Context: an optimization exercise on an open-source flow, tuned for small area and a short achievable clock period. The choices shown serve that exercise and are no tape-out recipe. Function was not checked in any run shown here: the RTL went through the layout flow alone. Power is estimated from default activity; no workload was simulated.

### design/flow/design.v
module rtp_rx_check (
    input  wire        clk,
    input  wire        rst,
    input  wire        in_valid,
    input  wire [63:0] in_data,
    input  wire        in_last,
    input  wire [2:0]  in_nbytes,
    output wire        out_valid,
    output wire        out_hdr,
    output wire        out_ok,
    output wire [31:0] out_type,
    output wire [31:0] out_seq,
    output wire [31:0] out_len,
    output wire [31:0] out_csum,
    output wire [15:0] out_sum,
    output wire [10:0] out_plen,
    output wire [11:0] out_flen
);
    reg         first;
    reg         ph_b1;
    reg         ph_pl;
    reg         ph_past;
    reg         fin;         
    reg  [11:0] flen;        
    reg  [10:0] room;        
    reg         lim;         
    reg  [7:0]  kmask;       
    reg  [15:0] acc_s;       
    reg  [15:0] acc_c;
    reg  [31:0] f_type;
    reg  [31:0] f_seq;
    reg  [31:0] f_len;
    reg  [31:0] f_csum;
    wire        full     = ~in_last | (in_nbytes == 3'd0);
    wire [3:0]  nb       = full ? 4'd8 : {1'b0, in_nbytes};
    wire        room_all = |room[10:3];
    reg  [7:0]  kb, lb;
    reg  [63:0] masked;
    integer     j;
    always @* begin
        for (j = 0; j < 8; j = j + 1) begin
            kb[j] = in_valid & kmask[j];
            lb[j] = ~in_last | (in_nbytes == 3'd0) | (in_nbytes > j);
            masked[63 - 8*j -: 8] = in_data[63 - 8*j -: 8] & {8{kb[j]}} & {8{lb[j]}};
        end
    end
    function [31:0] csa;
        input [15:0] a, b, c;
        reg   [15:0] h, m;
        begin
            h   = a ^ b;
            m   = (a & b) | (c & h);
            csa = {m[14:0], m[15], h ^ c};
        end
    endfunction
    wire [15:0] s_in = first ? 16'd0 : acc_s;
    wire [15:0] c_in = first ? 16'd0 : acc_c;
    wire [31:0] l1a  = csa(masked[63:48], masked[47:32], masked[31:16]);
    wire [31:0] l1b  = csa(masked[15:0], s_in, c_in);
    wire [31:0] l2   = csa(l1a[15:0], l1a[31:16], l1b[15:0]);
    wire [31:0] l3   = csa(l2[15:0], l2[31:16], l1b[31:16]);
    wire [10:0] len_sat  = (|in_data[63:43]) ? 11'h7FF : in_data[42:32];
    wire [10:0] room_dec = room_all ? room - 11'd8 : 11'd0;
    wire        pl_end   = (flen[10:3] == 8'hFF);     
    function [7:0] thermo;
        input [10:0] n;
        integer i;
        begin
            for (i = 0; i < 8; i = i + 1)
                thermo[i] = (n > i);
        end
    endfunction
    wire [11:0] base     = first ? 12'd0 : flen;
    wire [8:0]  base_inc = base[11:3] + 9'd1;
    always @(posedge clk) begin
        if (rst) begin
            first   <= 1'b1;
            ph_b1   <= 1'b0;
            ph_pl   <= 1'b0;
            ph_past <= 1'b0;
            fin     <= 1'b0;
            kmask   <= 8'hFF;
        end else begin
            fin <= in_valid & in_last;
            if (in_valid) begin
                first   <= in_last;
                ph_b1   <= ~in_last & first;
                ph_pl   <= ~in_last & (ph_b1 | (ph_pl & ~pl_end));
                ph_past <= ~in_last & (ph_past | (ph_pl & pl_end));
                if (in_last)
                    kmask <= 8'hFF;                      
                else if (first)
                    kmask <= 8'h0F;                      
                else if (ph_b1)
                    kmask <= thermo(len_sat);
                else if (ph_pl & ~pl_end)
                    kmask <= thermo(room_dec);
                else
                    kmask <= 8'h00;
            end
        end
        acc_s <= l3[15:0];
        acc_c <= l3[31:16];
        if (in_valid) begin
            if (!ph_past)
                flen <= full ? {base_inc, 3'b000} : {base[11:3], in_nbytes};
            if (first) begin
                f_type <= in_data[63:32];
                f_seq  <= in_data[31:0];
            end
            if (ph_b1) begin
                f_len  <= in_data[63:32];
                f_csum <= in_data[31:0];
                room   <= len_sat;
            end
            if (ph_pl)
                room   <= room_dec;
            lim <= ~ph_b1 && (room[10:4] == 7'd0) && (room[3:0] <= (ph_past ? 4'd0 : nb));
        end
    end
    wire [15:0] g0 = acc_s & acc_c;
    wire [15:0] p0 = acc_s ^ acc_c;
    reg  [15:0] gp, pp, gn, pn;
    integer     k, d;
    always @* begin
        gp = g0;
        pp = p0;
        for (d = 1; d < 16; d = d * 2) begin
            for (k = 0; k < 16; k = k + 1) begin
                gn[k] = gp[k] | (pp[k] & gp[(k + 16 - d) % 16]);
                pn[k] = pp[k] & pp[(k + 16 - d) % 16];
            end
            gp = gn;
            pp = pn;
        end
    end
    wire [15:0] sum = ~(p0 ^ {gp[14:0], gp[15]});
    wire [31:0] vu     = csa(acc_s, acc_c, f_csum[15:0]);
    wire        z_mod  = &(vu[15:0] ^ vu[31:16]);
    wire        z_sc   = ~|{acc_s, acc_c};
    wire        cs_lo1 = &f_csum[15:0];
    wire        hdr   = |flen[11:4];
    wire [11:0] avail = flen - 12'd16;
    assign out_valid = fin;
    assign out_hdr   = hdr;
    assign out_ok    = hdr & ~|f_csum[31:16] & z_mod & (z_sc | ~cs_lo1);
    assign out_type  = f_type;
    assign out_seq   = f_seq;
    assign out_len   = f_len;
    assign out_csum  = f_csum;
    assign out_sum   = sum;
    assign out_plen  = lim ? f_len[10:0] : avail[10:0];
    assign out_flen  = flen;
endmodule
### design/flow/flow/run.sh
#!/bin/bash
bash standard.sh finish BUFFER_PORTS_ARGS="-buffer_cell sky130_fd_sc_hd__buf_1" > standard.log 2>&1
### design/flow/standard.sh
#!/bin/bash
# synth_recipe.tcl (not shown) runs the flow's synth.tcl, then flattens the netlist and writes it again
# the make line also repeats each setting of config.mk as NAME=value (left out here)
make -C /OpenROAD-flow-scripts/flow DESIGN_CONFIG=/design/flow/config.mk WORK_HOME=/design/flow/orfs CLKGATE_MAP_FILE= SYNTH_SCRIPT=/design/flow/synth_recipe.tcl "${@:-finish}"
### design/flow/config.mk
export PLATFORM = sky130hd
export DESIGN_NAME = rtp_rx_check
export DESIGN_NICKNAME = rtp_rx_check
export VERILOG_FILES = /design/flow/design.v
export SDC_FILE = /design/flow/constraint.sdc
export NUM_CORES = 4
export LEC_CHECK = 0
export CAP_MARGIN = 20
export CORE_MARGIN = 2
export CORE_UTILIZATION = 40
export CTS_BUF_LIST = sky130_fd_sc_hd__clkbuf_8
export CTS_CLUSTER_SIZE = 30
export PLACE_DENSITY = 0.6
export SETUP_SLACK_MARGIN = 3.0
export SLEW_MARGIN = 20
### design/flow/constraint.sdc
create_clock -name core_clock -period 7.0 [get_ports {clk}]
set_input_delay 1.4000 -clock core_clock [delete_from_list [all_inputs] [get_ports {clk}]]
set_output_delay 1.4000 -clock core_clock [all_outputs]
set_load 0.01 [all_outputs]
==> summary.txt, run 1 <==
Clock network
  – Clock Latency Late Sink: 0.48 ns
  – Clk sinks: 197
  – Inserted Clock Buffers: 17
  – Maximum clock insertion buffer count: 2
  – Clock slew at reported path FFs: 0.11 ns
  – H-tree depth: 4
  – Clk root buf: clkbuf_8
  – CTS tree: built
  – Hold_buf cts: 0

Layout
  – Design area: ~13000 µm²
  – Layout Utilization: between 40% and 50%
  – Fraction of layout cells with a size suffix above 1: 8.852%
  – Post-route insts no fill: 1634
  – Nets: 1416
  – Synth-to-Final Area Change: 16.15%

Worst setup path
  – FF-to-FF End: acc_s[14]
  – CP arrival: 2.52 ns
  – R2R Setup Slk: 4.25 ns
  – R2R cell count: 7
  – Worst path required time: 5.60 ns
  – R2R Path Start: kmask[2]
  – CP Class: register to primary output
  – Critical Path End Type: primary output
  – Setup crit start kind: register
  – Crit-path max FO: 3

Hold path
  – Worst hold path type: register to register
  – Min-Delay Startpoint: kmask[5]
  – WHS Path Cells: 2
  – Hold EP: kmask[5]

Yosys
  – Main synth FF type: edfxtp_1
  – Largest cells by area after synthesis: edfxtp_1 41%, fa_1 14%, dfxtp_1 8.0%, inv_1 5.0%, and2_1 2.9%
  – Most common cell in the synthesized netlist: edfxtp_1
  – Post-synth EDFFs: 152
  – Netlist cell types: 61
  – Sequential cell area fraction in the yosys report: 48.78%
  – Most instantiated cells after synthesis: 152 x edfxtp_1, 150 x inv_1, 80 x fa_1, 72 x nand2_1, 70 x nor2_1
  – Post-Syn Instances: 1011
  – Synthesis-stage register bit count: 197
  – Post-Syn Area per Cell: 11.08 µm²
  – Yosys top cell by area: edfxtp_1
  – Post-synth top area share: 40.74%
  – Async SR Flop Fraction: 0%
  – Mapped Area: 11200 µm²
  – Syn Nets: 1186
  – Yosys Warn Count: 1

STA
  – Fin worst setup slack: 3.084 ns
  – Fmax: 0.2553 GHz
  – Min Tclk post-route: approximately 3.9 ns
  – Worst Skew: 0.01805 ns
  – Slew @ Worst Pin: 0.8858 ns
  – Max-slew violation count: 0
  – Hold WS: 0.5148 ns
  – Fin. Hold Viols: 0
  – Setup tns final: 0 ns
  – RSZ-0062 raised after global routing: yes
  – Endpoints failing setup: 0
  – Slew margin rel.: 40.81%
  – Tcrit/Tclk final: 55.95%

Die
  – Io pins: 241
  – Placeable Area: 27710 µm²
  – Row cnt: 61
  – Full die area: 29360 µm²
  – Die width: 171.4 µm
  – Chip height: 171.4 µm
  – Initial core utilization: roughly 40%

Placement
  – Placed Cells: 1593
  – DP Worst Slack: 2.097 ns
  – I/O Buffers: 240
  – Placed cell areas: 12500 µm²
  – Placer's final routability congestion estimate: roughly 0.94
  – DP Wirelength: 24280 µm

Status
  – Outcome: complete, no violations

Power
  – Switching fraction of total power: 38.39%
  – Internal: 2.076 mW
  – Worst vdd ir: approximately 0.000093 V
  – Clock share of power: approximately a fifth
  – Total power: 3.370 mW
  – Leak Pwr: 4.695 nW
  – PD cells: 259.0 nW/µm²
  – Sw Pwr: about 1.3 mW
  – Reg power frac: 43.7%
  – Comb pwr share: 36.3%

Global route
  – Largest net degree at the start of global routing: 39
  – GRT Total Usage: 21.63%
  – First-pass GRT wire length: approximately 47000 µm
  – GRT Residual Overflow: 0
  – Initial antenna violation count: 3
  – Vias in the first global route: 8160

Route
  – Drt via density: 5.124
  – Antenna Nets Post-Route: 0
  – Detailed-route wire length: around 31000 µm
  – Total number of vias: around 8400
  – Detailed-route wire length per cell: slightly below 20 µm
  – Residual DRC count: 0
  – Drt pass-1 iters: 5
  – Iter 0 DRT Violations: 619

Run
  – Max-Cap Viols: 0
-- worst max path at each step --
| stage | startpoint | endpoint | slack (ns) | cells past startpoint |
|---|---|---|---|---|
| after CTS | in_nbytes[2] | acc_s[14] | 2.98 | 10 |
| after global routing | in_valid | acc_s[14] | 2.96 | 9 |
| after detailed placement | in_nbytes[2] | acc_s[14] | 2.10 | 10 |
| final | f_csum[7] | out_ok | 3.08 | 8 |
| after floorplan | in_nbytes[2] | acc_s[14] | 2.97 | 8 |
| after global placement | in_nbytes[2] | acc_s[14] | 2.22 | 10 |
-- worst max-delay path, stage by stage, from the launching register on --
cell,delay [ns]
edfxtp_1,0.47
inv_2,0.06
fa_1,0.51
xor2_1,0.17
nand4_1,0.14
nor2_1,0.13
nand4_1,0.11
nor3_2,0.26
buf_2,0.18
-- flip-flops by register name, indices dropped and copies added (netlist names), 8 cells and up --
name	cells
f_len	32
f_seq	32
f_type	32
room	11
flen	12
acc_s	16
acc_c	16
kmask	8
f_csum	32
-- cell type report --
cell class | count | area, µm²
antenna | 2 | 5.005
fill | 2608 | 14690
tap | 378 | 473.0
multi-input combinational | 621 | 5145
timing repair buffer | 253 | 1005
sequential | 197 | 5475
clock inverter | 15 | 107.6
inverter | 151 | 568.0
clock buffer | 17 | 234.0
-- logic make-up after synthesis --
kind of cell	synth area share (%)
and+or+nand+nor	14.94
DFF	48.78
buffers and inverters	6.690
AOI/OAI and AO/OA	8.175
adders and majority gates	16.98
xor gates and xnor gates	3.752
muxes	0.6812
-- layout by cell type, fill, tap and decap left out, types with 7 or more instances in the layout --
| cell | instances |
|---|---|
| inv_1 | 149 |
| nor4_1 | 20 |
| o31ai_1 | 18 |
| nor2_1 | 67 |
| edfxtp_1 | 152 |
| buf_1 | 235 |
| and3_1 | 11 |
| o21ai_1 | 17 |
| nand2_1 | 72 |
| fa_1 | 80 |
| o21ai_0 | 27 |
| nand2b_1 | 7 |
| buf_4 | 13 |
| nand4_1 | 33 |
| ha_1 | 10 |
| nand3_1 | 10 |
| nor3_1 | 12 |
| xor2_1 | 18 |
| a21oi_1 | 44 |
| clkbuf_8 | 17 |
| and2_4 | 8 |
| xnor2_1 | 29 |
| dfxtp_1 | 39 |
| ha_2 | 13 |
| and2_1 | 44 |
-- power by group through the flow --
stage          clock network, mW  logic [mW]  registers, mW
2_1_floorplan                  0       0.806           1.47
3_3_place_gp                   0        1.15           1.49
3_5_place_dp                   0        1.18           1.49
4_1_cts                    0.689        1.19           1.46
5_1_grt                    0.725        1.37           1.49
6_report                   0.675        1.22           1.47
-- routing by layer --
metal  global-route usage [%]  wire (µm)  share of wire, %  vias to the layer above
met2                    36.92      15700                50                      295
met5                        0         16             0.051                        -
met3                    3.935       1736               5.5                       37
met1                    28.37      13430                43                     4125
met4                    5.859        575               1.8                        2
li1                         -          -                 -                     3914
-- timing repair --
item                       CTS  global route
setup endpoints to repair   32            46
buffers inserted             0             7
cloned                       0             0
pin swaps                    0            13
gates resized for setup      4            41
==> run 2: changes to the inputs <==
--- a/design/flow/design.v
+++ b/design/flow/design.v
@@ -25,7 +25,6 @@
     reg  [10:0] room;        
     reg         lim;         
-    reg  [7:0]  kmask;       
-    reg  [15:0] acc_s;       
-    reg  [15:0] acc_c;
+    reg  [15:0] acc;         
+    reg  [3:0]  acc_k;       
     reg  [31:0] f_type;
     reg  [31:0] f_seq;
@@ -40,5 +39,5 @@
     always @* begin
         for (j = 0; j < 8; j = j + 1) begin
-            kb[j] = in_valid & kmask[j];
+            kb[j] = in_valid & (first | (ph_b1 & (j < 4)) | (ph_pl & (room_all | (room[2:0] > j))));
             lb[j] = ~in_last | (in_nbytes == 3'd0) | (in_nbytes > j);
             masked[63 - 8*j -: 8] = in_data[63 - 8*j -: 8] & {8{kb[j]}} & {8{lb[j]}};
@@ -54,21 +53,21 @@
         end
     endfunction
-    wire [15:0] s_in = first ? 16'd0 : acc_s;
-    wire [15:0] c_in = first ? 16'd0 : acc_c;
+    function [15:0] kvec;
+        input [3:0] k;
+        kvec = {3'b000, k[3], 3'b000, k[2], 3'b000, k[1], 3'b000, k[0]};
+    endfunction
+    wire [15:0] s_in = first ? 16'd0 : acc;
+    wire [15:0] c_in = first ? 16'd0 : kvec(acc_k);
     wire [31:0] l1a  = csa(masked[63:48], masked[47:32], masked[31:16]);
     wire [31:0] l1b  = csa(masked[15:0], s_in, c_in);
     wire [31:0] l2   = csa(l1a[15:0], l1a[31:16], l1b[15:0]);
     wire [31:0] l3   = csa(l2[15:0], l2[31:16], l1b[31:16]);
+    wire [4:0]  g0s = l3[3:0]   + l3[19:16];
+    wire [4:0]  g1s = l3[7:4]   + l3[23:20];
+    wire [4:0]  g2s = l3[11:8]  + l3[27:24];
+    wire [4:0]  g3s = l3[15:12] + l3[31:28];
     wire [10:0] len_sat  = (|in_data[63:43]) ? 11'h7FF : in_data[42:32];
     wire [10:0] room_dec = room_all ? room - 11'd8 : 11'd0;
     wire        pl_end   = (flen[10:3] == 8'hFF);     
-    function [7:0] thermo;
-        input [10:0] n;
-        integer i;
-        begin
-            for (i = 0; i < 8; i = i + 1)
-                thermo[i] = (n > i);
-        end
-    endfunction
     wire [11:0] base     = first ? 12'd0 : flen;
     wire [8:0]  base_inc = base[11:3] + 9'd1;
@@ -80,5 +79,4 @@
             ph_past <= 1'b0;
             fin     <= 1'b0;
-            kmask   <= 8'hFF;
         end else begin
             fin <= in_valid & in_last;
@@ -88,18 +86,8 @@
                 ph_pl   <= ~in_last & (ph_b1 | (ph_pl & ~pl_end));
                 ph_past <= ~in_last & (ph_past | (ph_pl & pl_end));
-                if (in_last)
-                    kmask <= 8'hFF;                      
-                else if (first)
-                    kmask <= 8'h0F;                      
-                else if (ph_b1)
-                    kmask <= thermo(len_sat);
-                else if (ph_pl & ~pl_end)
-                    kmask <= thermo(room_dec);
-                else
-                    kmask <= 8'h00;
             end
         end
-        acc_s <= l3[15:0];
-        acc_c <= l3[31:16];
+        acc   <= {g3s[3:0], g2s[3:0], g1s[3:0], g0s[3:0]};
+        acc_k <= {g2s[4], g1s[4], g0s[4], g3s[4]};
         if (in_valid) begin
             if (!ph_past)
@@ -119,6 +107,7 @@
         end
     end
-    wire [15:0] g0 = acc_s & acc_c;
-    wire [15:0] p0 = acc_s ^ acc_c;
+    wire [15:0] kv = kvec(acc_k);
+    wire [15:0] g0 = acc & kv;
+    wire [15:0] p0 = acc ^ kv;
     reg  [15:0] gp, pp, gn, pn;
     integer     k, d;
@@ -136,7 +125,7 @@
     end
     wire [15:0] sum = ~(p0 ^ {gp[14:0], gp[15]});
-    wire [31:0] vu     = csa(acc_s, acc_c, f_csum[15:0]);
+    wire [31:0] vu     = csa(acc, kv, f_csum[15:0]);
     wire        z_mod  = &(vu[15:0] ^ vu[31:16]);
-    wire        z_sc   = ~|{acc_s, acc_c};
+    wire        z_sc   = ~|{acc, acc_k};
     wire        cs_lo1 = &f_csum[15:0];
     wire        hdr   = |flen[11:4];
--- a/design/flow/config.mk
+++ b/design/flow/config.mk
@@ -12,4 +12,4 @@
 export CTS_CLUSTER_SIZE = 30
 export PLACE_DENSITY = 0.6
-export SETUP_SLACK_MARGIN = 3.0
+export SETUP_SLACK_MARGIN = 2.6
 export SLEW_MARGIN = 20
==> run 2 against run 1 <==
Clock skew shrank 0.0059 ns. Core utilization grew 3.2 points. Clock power grew 7.0%. Routed wire length shrank 18%. Combinational power shrank 26%. Flip-flop and latch count shrank 20. Non-clock buffer count grew 26. Synthesized cell count shrank 23%. Largest cell class unchanged. Largest power group unchanged. Highest routed layer is now met4.
==> summary.txt, run 2 <==
Route
  – Antenna Nets Post-Route: 0 (unchanged)
  – Iter 0 DRT Violations: 340 (-45%)
  – Total number of vias: 6787 (-19%)
  – Drt via density: 4.876 (-4.8%)
  – Drt pass-1 iters: 4 (-1)
  – Detailed-route wire length: 25790 µm (-18%)
  – Detailed-route wire length per cell: 18.53 µm (-3.8%)
  – Residual DRC count: 0 (unchanged)

Global route
  – GRT Residual Overflow: 0 (unchanged)
  – Vias in the first global route: 6972 (-15%)
  – GRT Total Usage: 20.57% (-1.1 points)
  – Initial antenna violation count: 0 (-3)
  – First-pass GRT wire length: 40020 µm (-15%)
  – Largest net degree at the start of global routing: 65 (+67%)

Placement
  – Placed Cells: 1327 (-17%)
  – Placer's final routability congestion estimate: 0.8651 (-7.7%)
  – DP Worst Slack: 1.448 ns (-0.6489 ns)
  – DP Wirelength: 19700 µm (-19%)
  – I/O Buffers: 240 (unchanged)

Clock network
  – Inserted Clock Buffers: 17 (unchanged)
  – Maximum clock insertion buffer count: 2 (unchanged)
  – CTS tree: built
  – Clk root buf: clkbuf_8
  – Clock Latency Late Sink: 0.47 ns (about the same)
  – Clock slew at reported path FFs: 0.10 ns (about the same)
  – Hold_buf cts: 0 (unchanged)
  – H-tree depth: 4 (unchanged)
  – Clk sinks: 177 (-10%)

Run
  – Max-Cap Viols: 0 (unchanged)

Die
  – Chip height: 160.1 µm (-6.6%)
  – Die width: 160.1 µm (-6.6%)
  – Placeable Area: 24110 µm² (-13%)
  – Row cnt: 57 (-6.6%)
  – Io pins: 241 (unchanged)
  – Initial core utilization: 40.45% (about the same)
  – Full die area: 25640 µm² (-13%)

Worst setup path
  – Worst path required time: 7.36 ns (+1.76 ns)
  – CP arrival: 4.87 ns (+2.35 ns)
  – Crit-path max FO: 7 (+4)
  – CP Cell Sequence: buf_8 -> nand2_8 -> clkinvlp_4 -> nor2_4 -> a221oi_4 -> buf_4 -> and2_4 -> fa_2 -> fa_1 -> inv_2 -> fa_1 -> inv_2 -> ha_4 -> fa_2 -> a21o_1 -> a21o_1
  – Setup crit start kind: input port
  – Critical Path End Type: register
  – Max incr delay on CP: 0.56 ns (+0.05 ns)
  – R2R cell count: 15 (+8)
  – Slowest-stage cell, CP: fa_1
  – CP Class: input port to register

STA
  – RSZ-0062 raised after global routing: yes
  – Tcrit/Tclk final: 64.48% (+8.5 points)
  – Fin worst setup slack: 2.486 ns (-0.5975 ns)
  – Endpoints failing setup: 0 (unchanged)
  – Slew margin rel.: 38.46% (-2.3 points)
  – Min Tclk post-route: 4.514 ns (+0.5975 ns)
  – Worst Skew: 0.01213 ns (-0.005915 ns)
  – Max-slew violation count: 0 (unchanged)
  – Slew @ Worst Pin: 0.9230 ns (+0.03723 ns)
  – Setup tns final: 0 ns (unchanged)
  – Fmax: 0.2215 GHz (-13%)
  – Fin. Hold Viols: 0 (unchanged)

Layout
  – Synth-to-Final Area Change: 24.09%
  – Inserted Diodes: 0 (-2)
  – Fraction of layout cells with a size suffix above 1: 15.26% (+6.4 points)
  – Nets: 1237 (-13%)
  – Commonest cells after routing, fill and taps aside: 235 x buf_1, 152 x edfxtp_1, 76 x inv_1, 51 x fa_1, 47 x and2_1
  – Commonest non-fill, non-tap cell in the layout: buf_1
  – Layout Utilization: 50.19% (+3.2 points)
  – Post-route insts no fill: 1392 (-15%)

Yosys
  – Syn Nets: 956 (-19%)
  – Post-synth top area share: 46.81% (+6.1 points)
  – Post-Syn Area per Cell: 12.60 µm² (+14%)
  – Sequential cell area fraction in the yosys report: 51.94% (+3.2 points)
  – Largest cells by area after synthesis: edfxtp_1 47%, fa_1 12%, ha_1 6.5%, dfxtp_1 5.1%, and2_1 3.7%
  – Async SR Flop Fraction: 0% (unchanged)
  – Post-Syn Instances: 774 (-23%)
  – Synthesis-stage register bit count: 177 (-10%)
  – Most common cell in the synthesized netlist: edfxtp_1
  – Post-synth EDFFs: 152 (unchanged)
  – Main synth FF type: edfxtp_1
  – Mapped Area: 9751 µm² (-13%)
  – Yosys top cell by area: edfxtp_1
  – Yosys Warn Count: 1 (unchanged)
  – Netlist cell types: 52 (-15%)
  – Most instantiated cells after synthesis: 152 x edfxtp_1, 90 x inv_1, 60 x fa_1, 58 x and2_1, 51 x ha_1

Power
  – Leak Pwr: 4.496 nW (-4.3%)
  – Total power: 3.009 mW (-11%)
  – Worst vdd ir: 0.0001387 V (+49%)
  – PD cells: 248.7 nW/µm² (-4.0%)

Hold path
  – WHS Path Cells: 1 (-1)
  – Worst hold path type: register to register

Status
  – Outcome: complete, no violations
## run 2: cell count changes after synthesis, moves of 24 or more
cell | previous run | this run
inv_1 | 150 | 90
nor2_1 | 70 | 27
nand2_1 | 72 | 37
ha_1 | 24 | 51
nor2b_1 | 6 | 31
a21oi_1 | 44 | 20
## run 2: layout make-up
cell class                      count  area (µm²)
Fill cell                        2241       12010
Sequential cell                   177        5066
Tap cell                          324       405.4
Clock buffer                       17       234.0
Multi-Input combinational cell    490        4589
Timing Repair Buffer              279        1294
Inverter                           90       341.6
Clock inverter                     15       168.9
## run 2: cells by family after synthesis
| kind of cell | Yosys count | synth area share (%) |
|---|---|---|
| fa+ha+maj | 111 | 18.86 |
| xor+xnor | 55 | 4.940 |
| mux | 8 | 0.8854 |
| simple gates | 248 | 14.47 |
| buf+inv | 107 | 4.337 |
| flops | 177 | 51.94 |
| compound gates | 68 | 4.555 |
## run 2: worst paths after layout
check	startpoint	to	slack, ns
setup / recovery	in_valid	acc_k[0]	2.49
hold / removal	ph_past	ph_past	0.58
setup reg to reg	room[9]	acc_k[0]	2.49
hold reg to reg	ph_past	ph_past	0.58
## run 2: report_power, final
group	switching [mW]	internal, mW
sequential	0.136	1.25
clock	0.423	0.299
combinational	0.503	0.402
## run 2: through the flow
stage,area (µm²),hold WS [ns]
floorplan,9832,0.4736
global placement,11100,0.5300
detailed placement,11100,0.5540
CTS,11910,0.5740
global route,12100,0.6039
finish,12100,0.5758
## run 2: timing repair
item                       in CTS  in global routing
buffers inserted               25                  8
resized for setup              61                 40
pin swaps                      26                 19
hold endpoints to repair        0                  0
setup endpoints to repair      19                 15
## run 2: worst max-delay path, delay by kind of cell
family / cells / cell delay (ns)
and+or+nand+nor: 3 / 0.26
buffers and inverters: 5 / 0.48
adders and majority gates: 5 / 2.08
AOI/OAI and AO/OA: 3 / 0.65
## run 2: layer usage
| layer | routed length [µm] | track usage, % | vias up | part of all wire (%) |
|---|---|---|---|---|
| met5 | 0 | 0 | - | 0 |
| met4 | 359 | 5.405 | 0 | 1.4 |
| met3 | 1591 | 4.961 | 21 | 6.2 |
| met2 | 11790 | 31.98 | 210 | 46 |
| met1 | 12040 | 29.09 | 3324 | 47 |
| li1 | - | - | 3232 | - |
==> run 3: changes to the inputs <==
--- a/design/flow/config.mk
+++ b/design/flow/config.mk
@@ -12,4 +12,4 @@
 export CTS_CLUSTER_SIZE = 30
 export PLACE_DENSITY = 0.6
-export SETUP_SLACK_MARGIN = 2.6
+export SETUP_SLACK_MARGIN = 2.9
 export SLEW_MARGIN = 20
==> run 3 against run 2 <==
Core utilization grew 0.073 points. Clock power is essentially flat. Synthesized cell count is the same. Critical path depth is the same. Clock skew is essentially flat. Synthesized area is the same. Flip-flop and latch count is the same. Setup slack gained 0.045 ns. Fmax grew 1.0%. Design area grew 0.14%. Sequential share of layout area shrank 0.050 points. Global-route usage grew 0.13 points.
==> summary.txt, run 3 <==
STA
  – Max-slew violation count: 0 (unchanged)
  – Setup tns final: 0 ns (unchanged)
  – Fin. Hold Viols: 0 (unchanged)
  – RSZ-0062 raised after global routing: yes
  – Worst Skew: 0.01239 ns (+0.0002548 ns)
  – Slew @ Worst Pin: 0.9181 ns (-0.004892 ns)
  – Slew margin rel.: 38.79% (+0.33 points)
  – Fmax: 0.2238 GHz (+1.0%)
  – Tcrit/Tclk final: 63.84% (-0.64 points)
  – Min Tclk post-route: 4.469 ns (-0.04509 ns)
  – Endpoints failing setup: 0 (unchanged)
  – Fin worst setup slack: 2.531 ns (+0.04509 ns)

Die
  – Placeable Area: 24110 µm² (unchanged)
  – Chip height: 160.1 µm (unchanged)
  – Io pins: 241 (unchanged)
  – Die width: 160.1 µm (unchanged)
  – Row cnt: 57 (unchanged)
  – Full die area: 25640 µm² (unchanged)
  – Initial core utilization: 40.45% (unchanged)

Worst setup path
  – Setup crit start kind: input port
  – Critical Path End Type: register
  – FF-to-FF End: acc_k[0]
  – CP arrival: 4.82 ns (-0.05 ns)
  – R2R Setup Slk: 2.60 ns (+0.11 ns)
  – R2R cell count: 16 (+1)
  – Worst path required time: 7.35 ns (about the same)
  – Crit-path max FO: 7 (unchanged)
  – CP Class: input port to register
  – R2R Path Start: room[9]

Clock network
  – Clk sinks: 177 (unchanged)
  – H-tree depth: 4 (unchanged)
  – Maximum clock insertion buffer count: 2 (unchanged)
  – Inserted Clock Buffers: 17 (unchanged)
  – Clock Latency Late Sink: 0.46 ns (about the same)
  – Clock slew at reported path FFs: 0.10 ns (about the same)
  – CTS tree: built
  – Clk root buf: clkbuf_8
  – Hold_buf cts: 0 (unchanged)

Route
  – Drt pass-1 iters: 5 (+1)
  – Detailed-route wire length: 25810 µm (about the same)
  – Residual DRC count: 0 (unchanged)
  – Total number of vias: 6779 (-0.12%)
  – Drt via density: 4.866 (-0.19%)
  – Antenna Nets Post-Route: 0 (unchanged)
  – Detailed-route wire length per cell: 18.53 µm (about the same)
  – Iter 0 DRT Violations: 365 (+7.4%)

Hold path
  – Min-Delay Startpoint: ph_b1
  – Worst hold path type: register to register
  – Hold EP: ph_b1
  – WHS Path Cells: 2 (+1)

Run
  – Max-Cap Viols: 0 (unchanged)

Power
  – Worst vdd ir: 0.0001397 V (+0.73%)
  – PD cells: 250.1 nW/µm² (+0.57%)
  – Leak Pwr: 4.496 nW (about the same)

Global route
  – Initial antenna violation count: 0 (unchanged)
  – GRT Residual Overflow: 0 (unchanged)
  – First-pass GRT wire length: 40250 µm (+0.58%)
  – Vias in the first global route: 7021 (+0.70%)
  – Largest net degree at the start of global routing: 65 (unchanged)
  – GRT Total Usage: 20.71% (+0.13 points)

Yosys
  – Post-Syn Instances: 774 (unchanged)
  – Synthesis-stage register bit count: 177 (unchanged)
  – Main synth FF type: edfxtp_1
  – Mux cell area share after synthesis: 0.8854% (unchanged)
  – Most common cell in the synthesized netlist: edfxtp_1
  – Yosys top cell by area: edfxtp_1
  – Largest cells by area after synthesis: edfxtp_1 47%, fa_1 12%, ha_1 6.5%, dfxtp_1 5.1%, and2_1 3.7%
  – Post-synth top area share: 46.81% (unchanged)
  – Sequential cell area fraction in the yosys report: 51.94% (unchanged)
  – Post-Syn Area per Cell: 12.60 µm² (unchanged)
  – Largest family of logic cells by synthesized area: adder cells
  – Async SR Flop Fraction: 0% (unchanged)
  – Syn Nets: 956 (unchanged)
  – Yosys Warn Count: 1 (unchanged)
  – XOR/XNOR Fraction of Synth Area: 4.940% (unchanged)
  – Most instantiated cells after synthesis: 152 x edfxtp_1, 90 x inv_1, 60 x fa_1, 58 x and2_1, 51 x ha_1
  – Area share of fa/ha/maj cells after synthesis: 18.86% (unchanged)
  – Simple-gate area share of the yosys netlist: 14.47% (unchanged)
  – Compound-Gate Fraction of Synth Area: 4.555% (unchanged)
  – Post-synth EDFFs: 152 (unchanged)
  – Mapped Area: 9751 µm² (unchanged)
  – Netlist cell types: 52 (unchanged)

Placement
  – DP Wirelength: 19700 µm (unchanged)
  – Placer's final routability congestion estimate: 0.8651 (unchanged)
  – I/O Buffers: 240 (unchanged)
  – DP Worst Slack: 1.448 ns (unchanged)

Status
  – Outcome: complete, no violations

Layout
  – Synth-to-Final Area Change: 24.27%
  – Nets: 1238 (+0.081%)
  – Fraction of layout cells with a size suffix above 1: 15.53% (+0.27 points)
  – Commonest cells after routing, fill and taps aside: 235 x buf_1, 152 x edfxtp_1, 77 x inv_1, 51 x fa_1, 50 x and2_1
  – Fill cells: 2223 (-0.80%)
  – Inserted Diodes: 0 (unchanged)
  – Commonest non-fill, non-tap cell in the layout: buf_1
run 3: cell counts after synthesis:
Identical to the previous run, type by type.
run 3: timing repair:
item / CTS / global route
gates cloned: 0 / 0
setup buffers: 30 / 4
resized for setup: 80 / 25
pin swaps: 38 / 20
endpoints found under the setup margin: 20 / 29
run 3: how the worst max path moves through the flow:
stage	startpoint	to	cells after the start
2_1_floorplan	in_valid	acc_k[2]	16
3_3_place_gp	in_valid	acc_k[0]	13
3_5_place_dp	in_valid	acc_k[0]	13
4_1_cts	in_nbytes[0]	acc_k[0]	14
5_1_grt	room[9]	acc_k[3]	18
6_report	in_valid	acc_k[0]	16
run 3: cell type report:
| class | instances | area, µm² | share of cell area (%) |
|---|---|---|---|
| Clock buffer | 17 | 234.0 | 1.931 |
| Inverter | 90 | 341.6 | 2.819 |
| Clock inverter | 15 | 168.9 | 1.394 |
| Sequential cell | 177 | 5067 | 41.82 |
| Timing Repair Buffer | 280 | 1282 | 10.58 |
| Multi-Input combinational cell | 490 | 4617 | 38.10 |
| Tap cell | 324 | 405.4 | 3.346 |
run 3: routing by layer:
| metal | routed length [µm] | GRT usage (%) | vias to the layer above |
|---|---|---|---|
| met5 | 0 | 0 | - |
| met4 | 320 | 5.324 | 0 |
| met3 | 1638 | 4.961 | 20 |
| met2 | 11830 | 32.23 | 206 |
| met1 | 12020 | 29.31 | 3315 |
| li1 | - | - | 3238 |
run 3: where the power goes:
group          switching, mW  leakage, nW  internal (mW)
registers              0.137         1.61           1.25
clock network          0.424        0.195          0.300
logic                  0.512         2.69          0.413
run 3: kinds of logic after synthesis:
group / count (synthesis)
adder cells (fa/ha/maj): 111
multiplexers: 8
XOR/XNOR: 55
AND/OR/NAND/NOR: 248
flip-flops: 177
buffers and inverters: 107
AO/OA/AOI/OAI: 68
run 3: worst max-delay path, stage by stage:
cell        delay (ns)
buf_12            0.12
nand2_8           0.08
clkinvlp_4        0.10
nor2_4            0.17
a221oi_4          0.11
buf_4             0.16
and2_1            0.17
fa_2              0.43
fa_1              0.56
inv_2             0.04
fa_1              0.55
inv_2             0.05
ha_4              0.16
fa_2              0.39
a21o_1            0.16
a21o_1            0.16
run 3: per-stage QoR:
step	hold slack (ns)	cells	utilization (%)	instance area [µm²]	total power [mW]
2_1_floorplan	0.4736	774	-	9832	1.967
4_1_cts	0.5740	1389	49.81	12010	3.025
3_3_place_gp	0.5300	1327	46.04	11100	2.245
5_1_grt	0.6023	1393	50.26	12120	3.232
3_5_place_dp	0.5540	1327	46.05	11100	2.266
6_report	0.5771	1393	50.26	12120	3.031
==> run 4: changes to the inputs <==
--- a/design/flow/design.v
+++ b/design/flow/design.v
@@ -17,4 +17,14 @@
     output wire [11:0] out_flen
 );
+    reg         b_valid;
+    reg  [63:0] b_data;
+    reg         b_last;
+    reg  [2:0]  b_nbytes;
+    always @(posedge clk) begin
+        b_valid  <= in_valid & ~rst;
+        b_data   <= in_data;
+        b_last   <= in_last;
+        b_nbytes <= in_nbytes;
+    end
     reg         first;
     reg         ph_b1;
@@ -31,6 +41,6 @@
     reg  [31:0] f_len;
     reg  [31:0] f_csum;
-    wire        full     = ~in_last | (in_nbytes == 3'd0);
-    wire [3:0]  nb       = full ? 4'd8 : {1'b0, in_nbytes};
+    wire        full     = ~b_last | (b_nbytes == 3'd0);
+    wire [3:0]  nb       = full ? 4'd8 : {1'b0, b_nbytes};
     wire        room_all = |room[10:3];
     reg  [7:0]  kb, lb;
@@ -39,7 +49,7 @@
     always @* begin
         for (j = 0; j < 8; j = j + 1) begin
-            kb[j] = in_valid & (first | (ph_b1 & (j < 4)) | (ph_pl & (room_all | (room[2:0] > j))));
-            lb[j] = ~in_last | (in_nbytes == 3'd0) | (in_nbytes > j);
-            masked[63 - 8*j -: 8] = in_data[63 - 8*j -: 8] & {8{kb[j]}} & {8{lb[j]}};
+            kb[j] = b_valid & (first | (ph_b1 & (j < 4)) | (ph_pl & (room_all | (room[2:0] > j))));
+            lb[j] = ~b_last | (b_nbytes == 3'd0) | (b_nbytes > j);
+            masked[63 - 8*j -: 8] = b_data[63 - 8*j -: 8] & {8{kb[j]}} & {8{lb[j]}};
         end
     end
@@ -57,8 +67,8 @@
         kvec = {3'b000, k[3], 3'b000, k[2], 3'b000, k[1], 3'b000, k[0]};
     endfunction
-    wire [15:0] s_in = first ? 16'd0 : acc;
-    wire [15:0] c_in = first ? 16'd0 : kvec(acc_k);
+    wire [15:0] a_in = first ? 16'd0 : acc;
+    wire [15:0] k_in = first ? 16'd0 : kvec(acc_k);
     wire [31:0] l1a  = csa(masked[63:48], masked[47:32], masked[31:16]);
-    wire [31:0] l1b  = csa(masked[15:0], s_in, c_in);
+    wire [31:0] l1b  = csa(masked[15:0], a_in, k_in);
     wire [31:0] l2   = csa(l1a[15:0], l1a[31:16], l1b[15:0]);
     wire [31:0] l3   = csa(l2[15:0], l2[31:16], l1b[31:16]);
@@ -67,5 +77,5 @@
     wire [4:0]  g2s = l3[11:8]  + l3[27:24];
     wire [4:0]  g3s = l3[15:12] + l3[31:28];
-    wire [10:0] len_sat  = (|in_data[63:43]) ? 11'h7FF : in_data[42:32];
+    wire [10:0] len_sat  = (|b_data[63:43]) ? 11'h7FF : b_data[42:32];
     wire [10:0] room_dec = room_all ? room - 11'd8 : 11'd0;
     wire        pl_end   = (flen[10:3] == 8'hFF);     
@@ -80,24 +90,24 @@
             fin     <= 1'b0;
         end else begin
-            fin <= in_valid & in_last;
-            if (in_valid) begin
-                first   <= in_last;
-                ph_b1   <= ~in_last & first;
-                ph_pl   <= ~in_last & (ph_b1 | (ph_pl & ~pl_end));
-                ph_past <= ~in_last & (ph_past | (ph_pl & pl_end));
+            fin <= b_valid & b_last;
+            if (b_valid) begin
+                first   <= b_last;
+                ph_b1   <= ~b_last & first;
+                ph_pl   <= ~b_last & (ph_b1 | (ph_pl & ~pl_end));
+                ph_past <= ~b_last & (ph_past | (ph_pl & pl_end));
             end
         end
         acc   <= {g3s[3:0], g2s[3:0], g1s[3:0], g0s[3:0]};
         acc_k <= {g2s[4], g1s[4], g0s[4], g3s[4]};
-        if (in_valid) begin
+        if (b_valid) begin
             if (!ph_past)
-                flen <= full ? {base_inc, 3'b000} : {base[11:3], in_nbytes};
+                flen <= full ? {base_inc, 3'b000} : {base[11:3], b_nbytes};
             if (first) begin
-                f_type <= in_data[63:32];
-                f_seq  <= in_data[31:0];
+                f_type <= b_data[63:32];
+                f_seq  <= b_data[31:0];
             end
             if (ph_b1) begin
-                f_len  <= in_data[63:32];
-                f_csum <= in_data[31:0];
+                f_len  <= b_data[63:32];
+                f_csum <= b_data[31:0];
                 room   <= len_sat;
             end
--- a/design/flow/config.mk
+++ b/design/flow/config.mk
@@ -12,4 +12,4 @@
 export CTS_CLUSTER_SIZE = 30
 export PLACE_DENSITY = 0.6
-export SETUP_SLACK_MARGIN = 2.9
+export SETUP_SLACK_MARGIN = 3.3
 export SLEW_MARGIN = 20
==> run 4 against run 3 <==
Routed wire length grew 14%. Total power is 21% higher. Core utilization increased by 2.9 points. Critical path depth down 2. Worst hold slack lost 0.11 ns. Non-clock buffer count rose by 16. Clock-buffer cell count grew 30. Fmax grew 10%. Final cell count increased by 13%. Via count is 11% higher. Critical endpoint is now acc_k[2]. Highest routed layer unchanged.
==> summary.txt, run 4 <==
Status
  – Outcome: complete, no violations

Route
  – Detailed-route wire length: 29480 µm (+14%)
  – Detailed-route wire length per cell: 18.68 µm (+0.81%)
  – Antenna Nets Post-Route: 0 (unchanged)
  – Drt via density: 4.788 (-1.6%)
  – Total number of vias: 7555 (+11%)
  – Drt pass-1 iters: 5 (unchanged)
  – Iter 0 DRT Violations: 444 (+22%)
  – Residual DRC count: 0 (unchanged)

Layout
  – Commonest cells after routing, fill and taps aside: 225 x buf_1, 152 x edfxtp_1, 84 x inv_1, 81 x dfxtp_1, 52 x fa_1
  – Most flop-heavy register: b_data
  – Inserted Diodes: 0 (unchanged)
  – Nets: 1354 (+9.4%)
  – Max reg flops: 64
  – Synth-to-Final Area Change: 29.94%
  – Fraction of layout cells with a size suffix above 1: 22.72% (+7.2 points)
  – Commonest non-fill, non-tap cell in the layout: buf_1

STA
  – RSZ-0062 raised after global routing: yes
  – Endpoints failing setup: 0 (unchanged)
  – Fin. Hold Viols: 0 (unchanged)
  – Tcrit/Tclk final: 58.04% (-5.8 points)
  – Slew margin rel.: 43.90% (+5.1 points)
  – Max-slew violation count: 0 (unchanged)
  – Worst Skew: 0.03632 ns (+0.02394 ns)
  – Hold WS: 0.4710 ns (-0.1061 ns)
  – Slew @ Worst Pin: 0.8406 ns (-0.07756 ns)
  – Fmax: 0.2462 GHz (+10%)
  – Setup tns final: 0 ns (unchanged)
  – Min Tclk post-route: 4.062 ns (-0.4064 ns)

Placement
  – Placer's final routability congestion estimate: 0.8728 (+0.89%)
  – DP Wirelength: 21330 µm (+8.3%)
  – I/O Buffers: 240 (unchanged)

Yosys
  – Most instantiated cells after synthesis: 152 x edfxtp_1, 97 x inv_1, 94 x dfxtp_1, 60 x fa_1, 56 x and2_1
  – Simple-gate area share of the yosys netlist: 12.63% (-1.8 points)
  – Main synth FF type: edfxtp_1
  – Post-Syn Area per Cell: 13.11 µm² (+4.1%)
  – Area share of fa/ha/maj cells after synthesis: 16.60% (-2.3 points)
  – Compound-Gate Fraction of Synth Area: 3.557% (-1.0 points)
  – Post-Syn Instances: 845 (+9.2%)
  – Sequential cell area fraction in the yosys report: 58.18% (+6.2 points)
  – Mapped Area: 11080 µm² (+14%)
  – Syn Nets: 1027 (+7.4%)
  – Largest family of logic cells by synthesized area: adder cells
  – Yosys top cell by area: edfxtp_1
  – Most common cell in the synthesized netlist: edfxtp_1
  – Post-synth EDFFs: 152 (unchanged)
  – Netlist cell types: 50 (-3.8%)
  – Post-synth top area share: 41.20% (-5.6 points)
  – Mux cell area share after synthesis: 0.4969% (-0.39 points)
  – Async SR Flop Fraction: 0% (unchanged)
  – Synthesis-stage register bit count: 246 (+39%)
  – Yosys Warn Count: 1 (unchanged)
  – XOR/XNOR Fraction of Synth Area: 4.585% (-0.36 points)
  – Largest cells by area after synthesis: edfxtp_1 41%, dfxtp_1 17%, fa_1 11%, ha_1 5.8%, inv_1 3.3%

Global route
  – GRT Total Usage: 20.28% (-0.43 points)
  – GRT Residual Overflow: 0 (unchanged)
  – Largest net degree at the start of global routing: 42 (-35%)
  – Initial antenna violation count: 0 (unchanged)
  – Vias in the first global route: 7729 (+10%)
  – First-pass GRT wire length: 44360 µm (+10%)

Power
  – Internal: 2.614 mW (+33%)
  – Reg power frac: 48.3% (+2.7 points)
  – Clock share of power: 35.7% (+12 points)
  – Leak Pwr: 5.496 nW (+22%)
  – PD cells: 254.4 nW/µm² (+1.7%)
  – Comb pwr share: 16.0% (-14 points)
  – Switching fraction of total power: 28.62% (-6.7 points)
  – Worst vdd ir: 0.0002264 V (+62%)
  – Sw Pwr: 1.048 mW (-2.2%)

Clock network
  – Clk sinks: 246 (+39%)
  – H-tree depth: 2 (-2)
  – Hold_buf cts: 0 (unchanged)
  – Inserted Clock Buffers: 42 (+25)
  – CTS tree: built
  – Maximum clock insertion buffer count: 3 (+1)
  – Clock slew at reported path FFs: 0.06 ns (-0.04 ns)
  – Clock Latency Late Sink: 0.57 ns (+0.11 ns)
  – Clk root buf: clkbuf_8

Worst setup path
  – Crit-path max FO: 13 (+6)
  – CP Class: register to register
  – R2R Setup Slk: 2.94 ns (+0.34 ns)
  – CP arrival: 4.49 ns (-0.33 ns)
  – CP Cell Sequence: nand2_1 -> a31oi_4 -> nor2_4 -> a21oi_4 -> and2_4 -> fa_1 -> fa_1 -> inv_2 -> fa_1 -> inv_2 -> ha_4 -> fa_2 -> a21o_1 -> a21o_1
  – Slowest-stage cell, CP: fa_1
  – Most used cell, CP: fa_1
  – Max incr delay on CP: 0.54 ns (-0.02 ns)
  – Critical Path End Type: register
  – Setup crit start kind: register
  – Worst path required time: 7.43 ns (+0.08 ns)

Hold path
  – Worst hold path type: register to register

Die
  – Die width: 170.4 µm (+6.4%)
  – Chip height: 170.4 µm (+6.4%)
  – Full die area: 29050 µm² (+13%)
  – Io pins: 241 (unchanged)
  – Row cnt: 60 (+5.3%)
  – Placeable Area: 27100 µm² (+12%)
  – Initial core utilization: 40.88% (+0.43 points)

Run
  – Max-Cap Viols: 0 (unchanged)
run 4: power groups by stage:
| stage | clock network (mW) | logic [mW] | registers [mW] |
|---|---|---|---|
| floorplan | 0 | 0.366 | 1.73 |
| global placement | 0 | 0.502 | 1.78 |
| detailed placement | 0 | 0.511 | 1.78 |
| CTS | 1.34 | 0.555 | 1.76 |
| global route | 1.40 | 0.652 | 1.78 |
| finish | 1.31 | 0.585 | 1.77 |
run 4: cells by family after synthesis:
kind of cell	Yosys count
buffers and inverters	111
XOR/XNOR	58
multiplexers	5
AND/OR/NAND/NOR	251
flip-flops	246
AO/OA/AOI/OAI	63
adder cells (fa/ha/maj)	111
run 4: repair_timing:
action                     4_1_cts  5_1_grt
gates resized for setup         80       64
pin swaps                       40       37
buffers inserted                40       13
setup endpoints to repair       37       36
gates cloned                     1        0
run 4: area by class of cell:
| type | count | area (µm²) |
|---|---|---|
| Fill cell | 2373 | 12700 |
| Inverter | 97 | 372.9 |
| Clock inverter | 31 | 215.2 |
| Timing Repair Buffer | 296 | 1391 |
| Sequential cell | 246 | 6475 |
| Clock buffer | 47 | 646.9 |
| Multi-Input combinational cell | 489 | 4830 |
| Tap cell | 372 | 465.4 |
run 4: per-layer routing:
layer / vias up / global-route usage [%] / part of all wire (%)
li1: 3553 / - / -
met3: 53 / 4.930 / 7.5
met1: 3664 / 27.82 / 44
met4: 0 / 5.909 / 2.2
met5: - / 0 / 0
met2: 285 / 32.06 / 46
run 4: final timing paths:
check	start	endpoint	cells past startpoint
worst min-delay path	b_data[13]	f_seq[13]	0
worst max register to register	ph_pl	acc_k[2]	14
worst min register to register	b_data[13]	f_seq[13]	0
worst max-delay path	ph_pl	acc_k[2]	14
run 4: critical path: cells and delay by family (launching register included):
| kind | cells | cell delay (ns) |
|---|---|---|
| adders and majority gates | 5 | 1.98 |
| buffers and inverters | 2 | 0.09 |
| and+or+nand+nor | 3 | 0.48 |
| DFF | 1 | 0.47 |
| AOI/OAI and AO/OA | 4 | 0.91 |
run 4: metrics by stage:
step	instance area (µm²)	instances	setup WS, ns	util, %	total power, mW
2_1_floorplan	11260	845	2.508	-	2.099
3_3_place_gp	12570	1446	1.954	46.39	2.287
3_5_place_dp	12570	1446	1.998	46.39	2.295
4_1_cts	14050	1565	2.978	51.86	3.652
5_1_grt	14400	1578	2.785	53.12	3.837
6_report	14400	1578	2.938	53.12	3.663
==> run 5: changes to the inputs <==
--- a/design/flow/config.mk
+++ b/design/flow/config.mk
@@ -12,4 +12,4 @@
 export CTS_CLUSTER_SIZE = 30
 export PLACE_DENSITY = 0.6
-export SETUP_SLACK_MARGIN = 3.3
+export SETUP_SLACK_MARGIN = 3.6
 export SLEW_MARGIN = 20
==> run 5 against run 4 <==
Global-route usage grew 0.15 points. Highest routed layer unchanged. Clock-buffer cell count is the same. Clock skew grew 0.0011 ns. Worst hold slack lost 0.0075 ns. Synthesized area is the same. Still clean.
==> summary.txt, run 5 <==
Status
  – Outcome: complete, no violations

Placement
  – DP Worst Slack: 1.998 ns (unchanged)
  – I/O Buffers: 240 (unchanged)
  – DP Wirelength: 21330 µm (unchanged)
  – Placed cell areas: 12570 µm² (unchanged)
  – Placed Cells: 1446 (unchanged)
  – Placer's final routability congestion estimate: 0.8728 (unchanged)

Power
  – Worst vdd ir: 0.0002269 V (+0.19%)
  – PD cells: 253.4 nW/µm² (-0.41%)
  – Leak Pwr: 5.560 nW (+1.2%)

Clock network
  – Maximum clock insertion buffer count: 3 (unchanged)
  – Clock slew at reported path FFs: 0.07 ns (about the same)
  – Clk sinks: 246 (unchanged)
  – Clock Latency Late Sink: 0.57 ns (about the same)
  – H-tree depth: 2 (unchanged)
  – Inserted Clock Buffers: 42 (unchanged)
  – Clk root buf: clkbuf_8
  – CTS tree: built

Yosys
  – Most common cell in the synthesized netlist: edfxtp_1
  – Yosys top cell by area: edfxtp_1
  – Yosys Warn Count: 1 (unchanged)
  – Largest cells by area after synthesis: edfxtp_1 41%, dfxtp_1 17%, fa_1 11%, ha_1 5.8%, inv_1 3.3%
  – Post-synth EDFFs: 152 (unchanged)
  – Mapped Area: 11080 µm² (unchanged)
  – Synthesis-stage register bit count: 246 (unchanged)
  – Post-synth top area share: 41.20% (unchanged)
  – Netlist cell types: 50 (unchanged)
  – Syn Nets: 1027 (unchanged)
  – Post-Syn Instances: 845 (unchanged)
  – Sequential cell area fraction in the yosys report: 58.18% (unchanged)
  – Post-Syn Area per Cell: 13.11 µm² (unchanged)
  – Async SR Flop Fraction: 0% (unchanged)
  – Most instantiated cells after synthesis: 152 x edfxtp_1, 97 x inv_1, 94 x dfxtp_1, 60 x fa_1, 56 x and2_1
  – Main synth FF type: edfxtp_1

Layout
  – Synth-to-Final Area Change: 30.41%
  – Commonest cells after routing, fill and taps aside: 220 x buf_1, 152 x edfxtp_1, 89 x inv_1, 81 x dfxtp_1, 52 x fa_1
  – Post-route insts no fill: 1581 (+0.19%)
  – Design area: 14450 µm² (+0.37%)
  – Inserted Diodes: 0 (unchanged)
  – Most flop-heavy register: b_data
  – Max reg flops: 64 (unchanged)
  – Fraction of layout cells with a size suffix above 1: 22.99% (+0.27 points)
  – Nets: 1357 (+0.22%)
  – Commonest non-fill, non-tap cell in the layout: buf_1
  – Fill cells: 2370 (-0.13%)

STA
  – RSZ-0062 raised after global routing: yes
  – Hold WS: 0.4635 ns (-0.007489 ns)
  – Slew margin rel.: 44.63% (+0.73 points)
  – Fin. Hold Viols: 0 (unchanged)
  – Fin worst setup slack: 2.969 ns (+0.03147 ns)
  – Fmax: 0.2481 GHz (+0.78%)
  – Setup tns final: 0 ns (unchanged)
  – Worst Skew: 0.03742 ns (+0.001094 ns)
  – Min Tclk post-route: 4.031 ns (-0.03147 ns)
  – Max-slew violation count: 0 (unchanged)
  – Slew @ Worst Pin: 0.8296 ns (-0.01095 ns)
  – Tcrit/Tclk final: 57.59% (-0.45 points)
  – Endpoints failing setup: 0 (unchanged)

Worst setup path
  – R2R Path Start: room[1]
  – Slowest-stage cell, CP: fa_1
  – CP bufs+invs: 4 (+2)
  – Max incr delay on CP: 0.56 ns (+0.02 ns)
  – CP Capture Point: acc_k[3]
  – CP Cell Sequence: or2_2 -> a31oi_2 -> a221oi_4 -> buf_12 -> and2_1 -> fa_1 -> fa_1 -> inv_2 -> fa_2 -> inv_2 -> ha_4 -> inv_2 -> fa_2 -> nor2b_1 -> o21ai_0 -> nand2b_1
  – Critical Path End Type: register
  – Setup crit start kind: register
  – R2R Setup Slk: 2.97 ns (+0.03 ns)
  – Top Family by Delay on Critical Path: adder cells
  – CP Depth: 16 (+2)
  – Crit-path max FO: 8 (-5)
  – Most used cell, CP: inv_2
  – CP arrival: 4.45 ns (-0.04 ns)
  – Worst path required time: 7.42 ns (about the same)
  – R2R cell count: 16 (+2)
  – CP Class: register to register
  – Worst setup path startpoint: room[1]
  – FF-to-FF End: acc_k[3]

Die
  – Chip height: 170.4 µm (unchanged)
  – Initial core utilization: 40.88% (unchanged)
  – Placeable Area: 27100 µm² (unchanged)
  – Row cnt: 60 (unchanged)
  – Die width: 170.4 µm (unchanged)
  – Full die area: 29050 µm² (unchanged)
  – Io pins: 241 (unchanged)

Route
  – Total number of vias: 7597 (+0.56%)
  – Residual DRC count: 0 (unchanged)
  – Drt pass-1 iters: 5 (unchanged)
  – Detailed-route wire length: 29590 µm (+0.38%)
  – Detailed-route wire length per cell: 18.72 µm (+0.19%)
  – Iter 0 DRT Violations: 425 (-4.3%)
  – Drt via density: 4.805 (+0.37%)
  – Antenna Nets Post-Route: 0 (unchanged)

Global route
  – Vias in the first global route: 7766 (+0.48%)
  – Largest net degree at the start of global routing: 42 (unchanged)
  – First-pass GRT wire length: 44580 µm (+0.50%)
  – GRT Total Usage: 20.42% (+0.15 points)
  – Initial antenna violation count: 0 (unchanged)
  – GRT Residual Overflow: 0 (unchanged)

Hold path
  – Worst hold path type: register to register

Run
  – Max-Cap Viols: 0 (unchanged)
[run 5: report_power, final]
group	switching, mW	internal (mW)
sequential	0.138	1.63
combinational	0.304	0.282
clock	0.605	0.703
[run 5: how the worst min path moves through the flow]
stage          startpoint          to  slack, ns  cells past startpoint
2_1_floorplan   b_data[0]   f_csum[0]       0.42                      0
3_3_place_gp   b_data[30]   f_seq[30]       0.46                      0
3_5_place_dp   b_data[30]   f_seq[30]       0.47                      0
4_1_cts        b_data[13]   f_seq[13]       0.48                      0
5_1_grt        b_data[27]  f_csum[27]       0.49                      0
6_report       b_data[13]  f_csum[13]       0.46                      0
[run 5: per-stage QoR]
stage	utilization, %	power [mW]
6_report	53.31	3.661
3_5_place_dp	46.39	2.295
4_1_cts	52.36	3.662
2_1_floorplan	-	2.099
3_3_place_gp	46.39	2.287
5_1_grt	53.31	3.836
[run 5: final cells by class]
class	instances	area, µm²	share of cell area, %
Tap cell	372	465.4	3.221
Multi-Input combinational cell	489	4820	33.36
Inverter	97	372.9	2.581
Timing Repair Buffer	299	1451	10.04
Clock inverter	31	215.2	1.489
Clock buffer	47	646.9	4.477
Sequential cell	246	6477	44.83
[run 5: cells by family after synthesis]
| kind of cell | count (synthesis) | share of synthesized area (%) |
|---|---|---|
| AND/OR/NAND/NOR | 251 | 12.63 |
| XOR/XNOR | 58 | 4.585 |
| flip-flops | 246 | 58.18 |
| buffers and inverters | 111 | 3.953 |
| AO/OA/AOI/OAI | 63 | 3.557 |
| multiplexers | 5 | 0.4969 |
| adder cells (fa/ha/maj) | 111 | 16.60 |
[run 5: timing repair]
action,4_1_cts,5_1_grt
hold buffers,0,0
buffers inserted,45,10
setup endpoints to repair,39,41
cloned,2,0
pin swaps,45,20
hold endpoints to repair,0,0
resized for setup,101,47
[run 5: layer usage]
metal | global-route usage (%) | wire length (µm) | vias up
met2 | 32.59 | 13760 | 271
met3 | 4.930 | 1968 | 53
met5 | 0 | 0 | -
li1 | - | - | 3558
met4 | 5.797 | 602 | 0
met1 | 27.85 | 13260 | 3715
[run 5: worst register-to-register path, delay by kind of cell, from the launching register on]
kind,cells,cell delay [ns]
compound gates,3,0.48
simple gates,4,0.62
flops,1,0.50
buf+inv,4,0.30
fa+ha+maj,5,1.97

afterwards: timing with drivers on the ports:
The flow's constraints put no driver on any port. The routed layouts listed below were extracted and timed again, unchanged, in two steps.
Step 1: set_driving_cell puts a clkbuf_16 on clk and a buf_2 on each other input, an assumption about the parent block.
Step 2 adds t to the input delays and takes it off the output delays; t is the mean of the earliest and latest rising clock arrival at the registers after step 1. Input paths then give back, and output paths get back, about the clock's delay inside the block.
a / b / c = ideal / step 1 / step 2; a / b = the first two.
| run | t (ns) | setup WS [ns] | worst setup path after step 2 |
|---|---|---|---|
| run 1 | 0.518 | 3.084 / 3.039 / 2.599 | input to register |
| run 2 | 0.504 | 2.486 / 2.460 / 1.956 | input to register |
| run 3 | 0.499 | 2.531 / 2.516 / 2.016 | input to register |
| run 4 | 0.595 | 2.938 / 2.938 / 2.938 | register to register |
| run 5 | 0.595 | 2.969 / 2.969 / 2.969 | register to register |
After both steps every run listed still meets setup and hold. For run 2, which loses most, drivers alone change the setup slack by -0.026 ns; drivers and shift together by -0.530 ns.
